Source: an optimization exercise on an open RTL-to-GDS flow (aim: small area and few clock cycles). Production flows keep margins and buffers that such runs may drop. Only simulation tests tie the RTL to the original design; equivalence was not proved. No activity file was given, so power comes from the tool's default toggle rates.

## build 49
// pte_core
module pte_core (
    input  wire       clk,
    input  wire       rst,
    input  wire       wr_en,
    input  wire [6:0] wr_addr,
    input  wire [7:0] wr_data,
    output wire       wr_ready,
    input  wire       start,
    input  wire       cfg_packet,    
    input  wire [2:0] cfg_order,     
    input  wire [5:0] cfg_count,     
    input  wire [5:0] cfg_group,     
    input  wire [5:0] cfg_zigzag,    
    input  wire       cfg_gamma,
    output wire       busy,
    output wire       out_valid,
    input  wire       out_ready,
    output wire [7:0] out_data,
    output wire       out_last
);
For scale: ~2000 cells after synthesis, ~55 I/O pins.
export LEC_CHECK = 0
export CAP_MARGIN = 20
export CORE_MARGIN = 2
export CORE_UTILIZATION = 65
export SLEW_MARGIN = 20
create_clock -name core_clock -period 30.0 [get_ports {clk}]
standard.sh (not shown) runs the stock make flow with config.mk's settings and CLKGATE_MAP_FILE= SYNTH_SCRIPT=/design/flow/synth_recipe.tcl, a recipe that flattens the netlist after the stock synthesis.
==> flow/flow/run.sh <==
#!/bin/bash
set -euo pipefail
W=$(pwd)
CTS_SIZE=29
CTS_DIAM=82

rm -rf "$W/scripts_abc"
cp -r "$FLOW_HOME/scripts" "$W/scripts_abc"
cp "$W/flow/abc.script" "$W/scripts_abc/abc_speed.script"

CTS="-sink_clustering_enable -repair_clock_nets -dont_use_dummy_load"
CTS="$CTS -buf_list sky130_fd_sc_hd__clkbuf_16"
CTS="$CTS -sink_clustering_size $CTS_SIZE -sink_clustering_max_diameter $CTS_DIAM"

bash "$W/standard.sh" "SCRIPTS_DIR=$W/scripts_abc" "ADDER_MAP_FILE=" synth > "$W/log_synth.txt" 2>&1
bash "$W/standard.sh" "CTS_ARGS=$CTS" "BUFFER_PORTS_ARGS=-buffer_cell sky130_fd_sc_hd__buf_1" finish > "$W/log_finish.txt" 2>&1
==> flow/flow/abc.script <==
&get -n
&st
&syn3
&deepsyn -T 300
&dch -f
&nf -R 1000
&put
Build 49 was carried through to the last stage, and its layout satisfied the timing, DRC and antenna checks.
Testbench counts of build 49, summed over its fixed seeds: cycles 58,779.
The following lists how build 25 was set up differently from build 49:
# build 49
export LEC_CHECK = 0
export CAP_MARGIN = 20
export CORE_MARGIN = 2
export CORE_UTILIZATION = 65
export SLEW_MARGIN = 20
create_clock -name core_clock -period 30.0 [get_ports {clk}]
# build 25
export LEC_CHECK = 0
export CAP_MARGIN = 10
export CORE_MARGIN = 2
export CORE_UTILIZATION = 65
export SLEW_MARGIN = 10
create_clock -name core_clock -period 30.0 [get_ports {clk}]
diff --git a/flow/flow/run.sh b/flow/flow/run.sh
--- a/flow/flow/run.sh
+++ b/flow/flow/run.sh
@@ -4,2 +4,2 @@
-CTS_SIZE=29
-CTS_DIAM=82
+CTS_SIZE=30
+CTS_DIAM=85
## What came out
Post-synthesis instance area of build 25 is on par with build 49. Synthesized cell count shrinks slightly when moving from build 49 to build 25. Build 25 ended up with a higher final critical delay including setup and external delays than build 49 did. Net switching share of the total power on build 25 is down relative to build 49. Build 25 vs build 49 on power share of the clock group: build 25 is the lower one. Taking build 49 as the reference, in build 25 width of the chip shows no meaningful change; critical path depth fell 2. Build 25 | status: complete | timing, DRC, antenna: pass.
diff inputs: build 25 => build 82
# build 25
export LEC_CHECK = 0
export CAP_MARGIN = 10
export CORE_MARGIN = 2
export CORE_UTILIZATION = 65
export SLEW_MARGIN = 10
create_clock -name core_clock -period 30.0 [get_ports {clk}]
# build 82
export LEC_CHECK = 0
export CAP_MARGIN = 20
export CORE_MARGIN = 2
export CORE_UTILIZATION = 65
export SLEW_MARGIN = 20
create_clock -name core_clock -period 30.0 [get_ports {clk}]
diff --git a/flow/flow/run.sh b/flow/flow/run.sh
--- a/flow/flow/run.sh
+++ b/flow/flow/run.sh
@@ -4,2 +4,2 @@
-CTS_SIZE=30
-CTS_DIAM=85
+CTS_SIZE=26
+CTS_DIAM=75
--- outcome ---
Compared build 82 vs build 25, and routing usage on met1 is up in build 82.
When the final numbers for build 82 and build 25 were put side by side, the relative contribution of the clock network to total power turned out to be greater in build 82.
Compared with build 25, in build 82 delay of the slowest critical-path stage grew by 0.08 ns, final cell count moved up, relative contribution of sequential cells to total power now smaller, power now larger, post-placement cell area held.
The share of the final layout cell area in multi-input gates was comparable across build 82 and build 25.
Of build 82 and build 25, the run reporting the higher final design utilization was build 82.

* * *

## the reference run
Starting RTL as in the previous note.
==> flow/config.mk <==
export PLATFORM = sky130hd
export DESIGN_NAME = pte_core
export DESIGN_NICKNAME = pte_core
export VERILOG_FILES = /design/flow/design.v
export SDC_FILE = /design/flow/constraint.sdc
export NUM_CORES = 4
export LEC_CHECK = 0
export CAP_MARGIN = 20
export CORE_MARGIN = 2
export CORE_UTILIZATION = 60
export PLACE_DENSITY = 0.85
export SLEW_MARGIN = 20
==> flow/constraint.sdc <==
create_clock -name core_clock -period 30.0 [get_ports {clk}]
set_input_delay 6.0000 -clock core_clock [delete_from_list [all_inputs] [get_ports {clk}]]
set_output_delay 6.0000 -clock core_clock [all_outputs]
set_load 0.01 [all_outputs]
==> flow/flow/run.sh <==
#!/bin/bash
set -euo pipefail
W=$(pwd)
CTS_SIZE=28
CTS_DIAM=80

rm -rf "$W/scripts_abc"
cp -r "$FLOW_HOME/scripts" "$W/scripts_abc"
cp "$W/flow/abc.script" "$W/scripts_abc/abc_speed.script"

CTS="-sink_clustering_enable -repair_clock_nets -dont_use_dummy_load"
CTS="$CTS -buf_list sky130_fd_sc_hd__clkbuf_16"
CTS="$CTS -sink_clustering_size $CTS_SIZE -sink_clustering_max_diameter $CTS_DIAM"

bash "$W/standard.sh" "SCRIPTS_DIR=$W/scripts_abc" "ADDER_MAP_FILE=" synth > "$W/log_synth.txt" 2>&1
bash "$W/standard.sh" "CTS_ARGS=$CTS" "BUFFER_PORTS_ARGS=-buffer_cell sky130_fd_sc_hd__buf_1" finish > "$W/log_finish.txt" 2>&1
Scripts as last shown in full above: flow/flow/abc.script
The reference run reached the end of the flow, and the finished layout is clean on the timing, DRC and antenna checks.
Testbench counts of the reference run, summed over its fixed seeds: cycles 58,779.
diff inputs: the reference run => the trial run
- PLACE_DENSITY changed from 0.85 to 0.78
--- a/flow/flow/run.sh
+++ b/flow/flow/run.sh
@@ -4,2 +4,2 @@
-CTS_SIZE=28
-CTS_DIAM=80
+CTS_SIZE=26
+CTS_DIAM=75
Results
Going from the reference run to the trial run, highest clock frequency the design can meet saw an increase; clock-pin slew on the worst setup and hold paths fell by 20 ps; relative contribution of sequential cells to total power shows a reduction of 0.6 points; critical path arrival down 70 ps; sequential portion of the cell area saw little to no change.
Power density over the cells for the trial run is higher than for the reference run.
Compared with the reference run, the trial run is hungrier on power.

port drivers added, routing unchanged:
The results above use ideal ports. As a check the final layouts listed here were re-extracted and re-timed, cells and wires unchanged.
Step 1: set_driving_cell puts a clkbuf_16 on clk and a buf_2 on each other input, an assumption about the parent block.
Step 2 moves the port delays by t, midway between the first and last clock arrival at a register: inputs arrive t later, outputs are due t later. That takes back most of the time a late clock gives input paths.
Slacks: ideal ports / drivers / drivers and shift; pairs: ideal ports / drivers.
run | shift t [ns] | setup slack, ns | cell pins on the clock port's net
build 49 | 0.646 | 14.797 / 14.774 / 14.774 | 1
build 25 | 0.612 | 14.710 / 14.651 / 14.651 | 1
build 82 | 0.628 | 14.649 / 14.593 / 14.593 | 1
the reference run | 0.646 | 14.711 / 14.658 / 14.658 | 1
the trial run | 0.660 | 14.775 / 14.720 / 14.720 | 1
After both steps setup and hold are still met in every run listed. For build 25, which loses most, drivers alone change the setup slack by -0.059 ns; drivers and shift together by -0.059 ns.
